Context: an optimization exercise on an open-source flow, tuned for small area. The choices shown serve that exercise and are no tape-out recipe.
Function was checked by simulation only, so behaviour that the tests miss may differ from the original.
No activity file was given, so power comes from the tool's default toggle rates.

==> delta: inputs <==
==> flow/design.v <==
module cm0_dbgctl #(
    parameter integer P_POLL_LIMIT = 100
) (
    input  wire        clk,
    input  wire        rst,            
    input  wire        cmd_valid,
    output wire        cmd_ready,
    input  wire [31:0] cmd_word,
    input  wire [31:0] cmd_arg,
    output wire        resp_valid,
    output wire [2:0]  resp_status,
    output wire [31:0] resp_data,
    output wire [7:0]  resp_err,
    output wire        bus_req,
    output wire        bus_we,
    output wire [31:0] bus_addr,
    output wire [31:0] bus_wdata,
    input  wire        bus_ack,
    input  wire [31:0] bus_rdata,
    input  wire        bus_err,
    input  wire [7:0]  bus_err_code
);
    localparam [2:0] ST_OK          = 3'd0;
    localparam [2:0] ST_TIMEOUT     = 3'd1;
    localparam [2:0] ST_TRANSPORT   = 3'd2;
    localparam [2:0] ST_UNSUPPORTED = 3'd3;
    localparam [2:0] ST_ILLEGAL     = 3'd4;
    localparam [3:0] Q_A   = 4'd0;    
    localparam [3:0] Q_B   = 4'd1;    
    localparam [3:0] Q_C   = 4'd2;    
    localparam [3:0] Q_CW  = 4'd3;    
    localparam [3:0] Q_DR  = 4'd4;    
    localparam [3:0] Q_DW  = 4'd5;    
    localparam [3:0] Q_DE  = 4'd6;    
    localparam [3:0] Q_E   = 4'd7;    
    localparam [3:0] Q_F   = 4'd8;    
    localparam [3:0] Q_G   = 4'd9;    
    localparam [3:0] Q_H   = 4'd10;   
    localparam [6:0] L_LAST = 7'b1001011;
    reg        busy;
    reg        rv;
    reg [31:0] R;
    reg [7:0]  E;
    reg [2:0]  S;
    wire [3:0] st = {E[7], S};
    assign cmd_ready   = ~busy;
    assign resp_valid  = rv;
    assign resp_status = S;
    assign resp_data   = R;
    assign resp_err    = E;
    wire g  = !(st == Q_G || st == Q_H);
    wire a2 = (st == Q_C || st == Q_CW);
    wire a3 = (st == Q_E || st == Q_F || (st == Q_H && R[31]));
    assign bus_req   = busy;
    assign bus_we    = (st == Q_A || st == Q_C || st == Q_CW || st == Q_F || st == Q_H);
    assign bus_addr  = {16'hE000, g, g, 1'b1, 1'b0, g, g, 1'b0, g, {4{g}}, a3, a2, 2'b00};
    assign bus_wdata = (st == Q_CW) ? {15'd0, 1'b1, 11'd0, E[4:0]} : R;
    wire is_poll_b = (st == Q_B);
    wire is_poll   = is_poll_b || st == Q_DR || st == Q_DW || st == Q_DE;
    wire pbit      = is_poll_b ? bus_rdata[17] : bus_rdata[16];
    wire last      = (E[6:0] == L_LAST);
    wire [6:0] lfsr_n = {E[5:0], ~(E[6] ^ E[5])};
    wire [31:0] c = cmd_word;
    wire rd_ok  = (c[31:9] == 23'd0);
    wire z4     = (c[31:4] == 28'd0);
    reg        a_imm;
    reg [2:0]  a_stat;
    reg [3:0]  a_st;
    reg [31:0] a_R;
    reg [4:0]  a_E;
    always @(*) begin
        a_imm  = 1'b1;
        a_stat = ST_ILLEGAL;
        a_st   = Q_A;
        a_R    = 32'd0;
        a_E    = 5'd0;
        case (c[3:0])
            4'h1: if (rd_ok) begin a_imm = 1'b0; a_st = Q_C;  a_R = {27'd0, c[8:4]}; end
            4'h2: if (rd_ok) begin a_imm = 1'b0; a_st = Q_CW; a_R = cmd_arg; a_E = c[8:4]; end
            4'h3: if (z4) begin a_imm = 1'b0; a_st = Q_A; a_R = 32'hA05F_0003; end
            4'h4: if (z4) begin a_imm = 1'b0; a_st = Q_A; a_R = 32'hA05F_0000; end
            4'h5: if (z4) begin a_imm = 1'b0; a_st = Q_A; a_R = 32'hA05F_000D; end
            4'h6: if (z4) begin a_imm = 1'b0; a_st = Q_B; end
            4'h7: if (z4) begin a_imm = 1'b0; a_st = Q_G; end
            4'h8: if (c[31:13] == 19'd0 && c[11:4] == 8'd0) begin
                      a_imm = 1'b0; a_st = Q_H; a_R = {30'd0, 1'b1, c[12]};
                  end
            4'h9: if (z4) begin a_imm = 1'b0; a_st = Q_H;
                                a_R = 32'hC000_0001 | (cmd_arg & 32'h1FFF_FFFC); end
            4'hA, 4'hB: if (z4) a_stat = ST_UNSUPPORTED;
            4'hC: if (c[31:19] == 13'd0 && c[15:4] == 12'd0) begin
                      a_stat = ST_OK;
                      case (c[18:16])
                          3'd0: a_R = 32'd0;
                          3'd1: a_R = 32'd1;
                          3'd2: a_R = 32'd2;
                          3'd3: a_R = 32'd3;
                          3'd4: a_R = 32'd9;
                          3'd5: a_R = 32'd15;
                          3'd6: a_R = 32'd14;
                          default: a_R = 32'd13;
                      endcase
                  end
            default: ;
        endcase
    end
    reg        n_busy, n_rv;
    reg [31:0] n_R;
    reg [7:0]  n_E;
    reg [2:0]  n_S;
    task automatic go(input [3:0] q);
        begin
            n_S = q[2:0];
            n_E = {q[3], 7'd0};
        end
    endtask
    task automatic fin(input [2:0] s);
        begin
            n_busy = 1'b0;
            n_rv   = 1'b1;
            n_S    = s;
            n_E    = 8'd0;
        end
    endtask
    always @(*) begin
        n_busy = busy;
        n_rv   = rv;
        n_R    = R;
        n_E    = E;
        n_S    = S;
        if (!busy) begin
            if (cmd_valid) begin
                n_busy = !a_imm;
                n_rv   = a_imm;
                n_R    = a_R;
                if (a_imm) begin
                    n_S = a_stat;
                    n_E = 8'd0;
                end else begin
                    n_S = a_st[2:0];
                    n_E = {a_st[3], 2'd0, a_E};
                end
            end
        end else if (bus_ack) begin
            if (bus_err) begin
                fin(ST_TRANSPORT);
                n_R = 32'd0;
                n_E = bus_err_code;
            end else if (is_poll && !pbit) begin
                if (last) begin
                    fin(ST_TIMEOUT);
                    n_R = 32'd0;
                end else begin
                    n_E = {E[7], lfsr_n};
                end
            end else begin
                case (st)
                    Q_A: if (!R[0]) begin
                             fin(ST_OK);
                             n_R = 32'd0;
                         end else begin
                             go(R[2] ? Q_B : Q_C);
                             n_R = 32'h0000_000F;
                         end
                    Q_B: if (R[0]) go(Q_C);
                         else fin(ST_OK);
                    Q_C:  go(Q_DR);
                    Q_CW: go(Q_DW);
                    Q_DR: go(Q_E);
                    Q_DW: go(Q_F);
                    Q_DE: fin(ST_OK);
                    Q_E: begin
                             fin(ST_OK);
                             n_R = bus_rdata;
                         end
                    Q_F: begin
                             go(Q_DE);
                             n_R = 32'd0;
                         end
                    Q_G: begin
                             go(Q_DE);
                             n_R = {28'd0, bus_rdata[7:4]};
                         end
                    default: begin      
                             go(Q_B);
                             n_R = 32'd0;
                         end
                endcase
            end
        end
    end
    always @(posedge clk) begin
        if (rst) begin
            busy <= 1'b0;
            rv   <= 1'b0;
        end else begin
            busy <= n_busy;
            rv   <= n_rv;
        end
        R <= n_R;
        E <= n_E;
        S <= n_S;
    end
endmodule
==> flow/run.sh <==
#!/bin/bash
# synth_recipe.tcl (not shown) runs the flow's synth.tcl, then flattens the netlist and writes it again
# the make line also repeats each setting of config.mk as NAME=value (left out here)
make -C /OpenROAD-flow-scripts/flow DESIGN_CONFIG=/design/flow/config.mk WORK_HOME=/design/flow/orfs CLKGATE_MAP_FILE= SYNTH_SCRIPT=/design/flow/synth_recipe.tcl finish
==> flow/config.mk <==
export PLATFORM = sky130hd
export DESIGN_NAME = cm0_dbgctl
export DESIGN_NICKNAME = cm0_dbgctl
export VERILOG_FILES = /design/flow/design.v
export SDC_FILE = /design/flow/constraint.sdc
export NUM_CORES = 4
export LEC_CHECK = 0
export CAP_MARGIN = 20
export CORE_MARGIN = 2
export CORE_UTILIZATION = 40
export SLEW_MARGIN = 20
==> flow/constraint.sdc <==
create_clock -name core_clock -period 6.0 [get_ports {clk}]
set_input_delay 1.2000 -clock core_clock [delete_from_list [all_inputs] [get_ports {clk}]]
set_output_delay 1.2000 -clock core_clock [all_outputs]
set_load 0.01 [all_outputs]
==> inputs of willow, as changes to delta <==
==> flow/flow/run.sh (new file) <==
#!/bin/bash
# Standard ORFS layout; only the port buffers use the smallest buffer cell.
set -euo pipefail
export BUFFER_PORTS_ARGS="-buffer_cell sky130_fd_sc_hd__buf_1"
bash standard.sh > orfs_make.log 2>&1
==> flow/standard.sh (new file) <==
#!/bin/bash
# synth_recipe.tcl (not shown) runs the flow's synth.tcl, then flattens the netlist and writes it again
# the make line also repeats each setting of config.mk as NAME=value (left out here)
make -C /OpenROAD-flow-scripts/flow DESIGN_CONFIG=/design/flow/config.mk WORK_HOME=/design/flow/orfs CLKGATE_MAP_FILE= SYNTH_SCRIPT=/design/flow/synth_recipe.tcl "${@:-finish}"
removed: flow/run.sh
==> run summary <==
In flip-flop and latch count, delta and willow do not differ.
Against delta, the maximum frequency of willow is higher by about 16%.
Between willow and delta, the lower setup slack is in delta (gap 590 ps).
First-iteration DRC count: willow is larger than delta (about 13%).
Between willow and delta, the lower clock skew is in willow (gap 5.3 ps).
willow produced a clean layout. delta passed the timing, design-rule and antenna checks.
Of delta and willow, delta has the higher via count (gap 2.1%, measured against willow).
Count of clock-buffer cells in the layout is the same in delta and willow.
In sequential power, willow and delta hardly differ.

-- port drivers added, routing unchanged --
The flow's constraints put no driver on any port. The routed layouts listed below were extracted and timed again, unchanged, in two steps. Step 1, drivers: a clkbuf_16 drives clk and a buf_2 each remaining input, both assumed. Step 2 times the ports against the registers' clock, not the clock port: input delays grow and output delays shrink by t, the midpoint of the rising clock arrivals with the driver on. a / b / c = no drivers / after step 1 / after step 2; a / b = the first two.
run	shift t [ns]	setup WS [ns]	slew at the worst register clock pin (ns)	worst slew at a driven data input, ns
delta	0.329	1.747 / 1.718 / 1.711	0.10 / 0.10	0.06
willow	0.323	2.335 / 2.345 / 2.022	0.09 / 0.09	0.05
After both steps every run listed still meets setup and hold. The setup slack of willow, which loses most, moves by +0.010 ns with the drivers and by -0.313 ns with both steps.
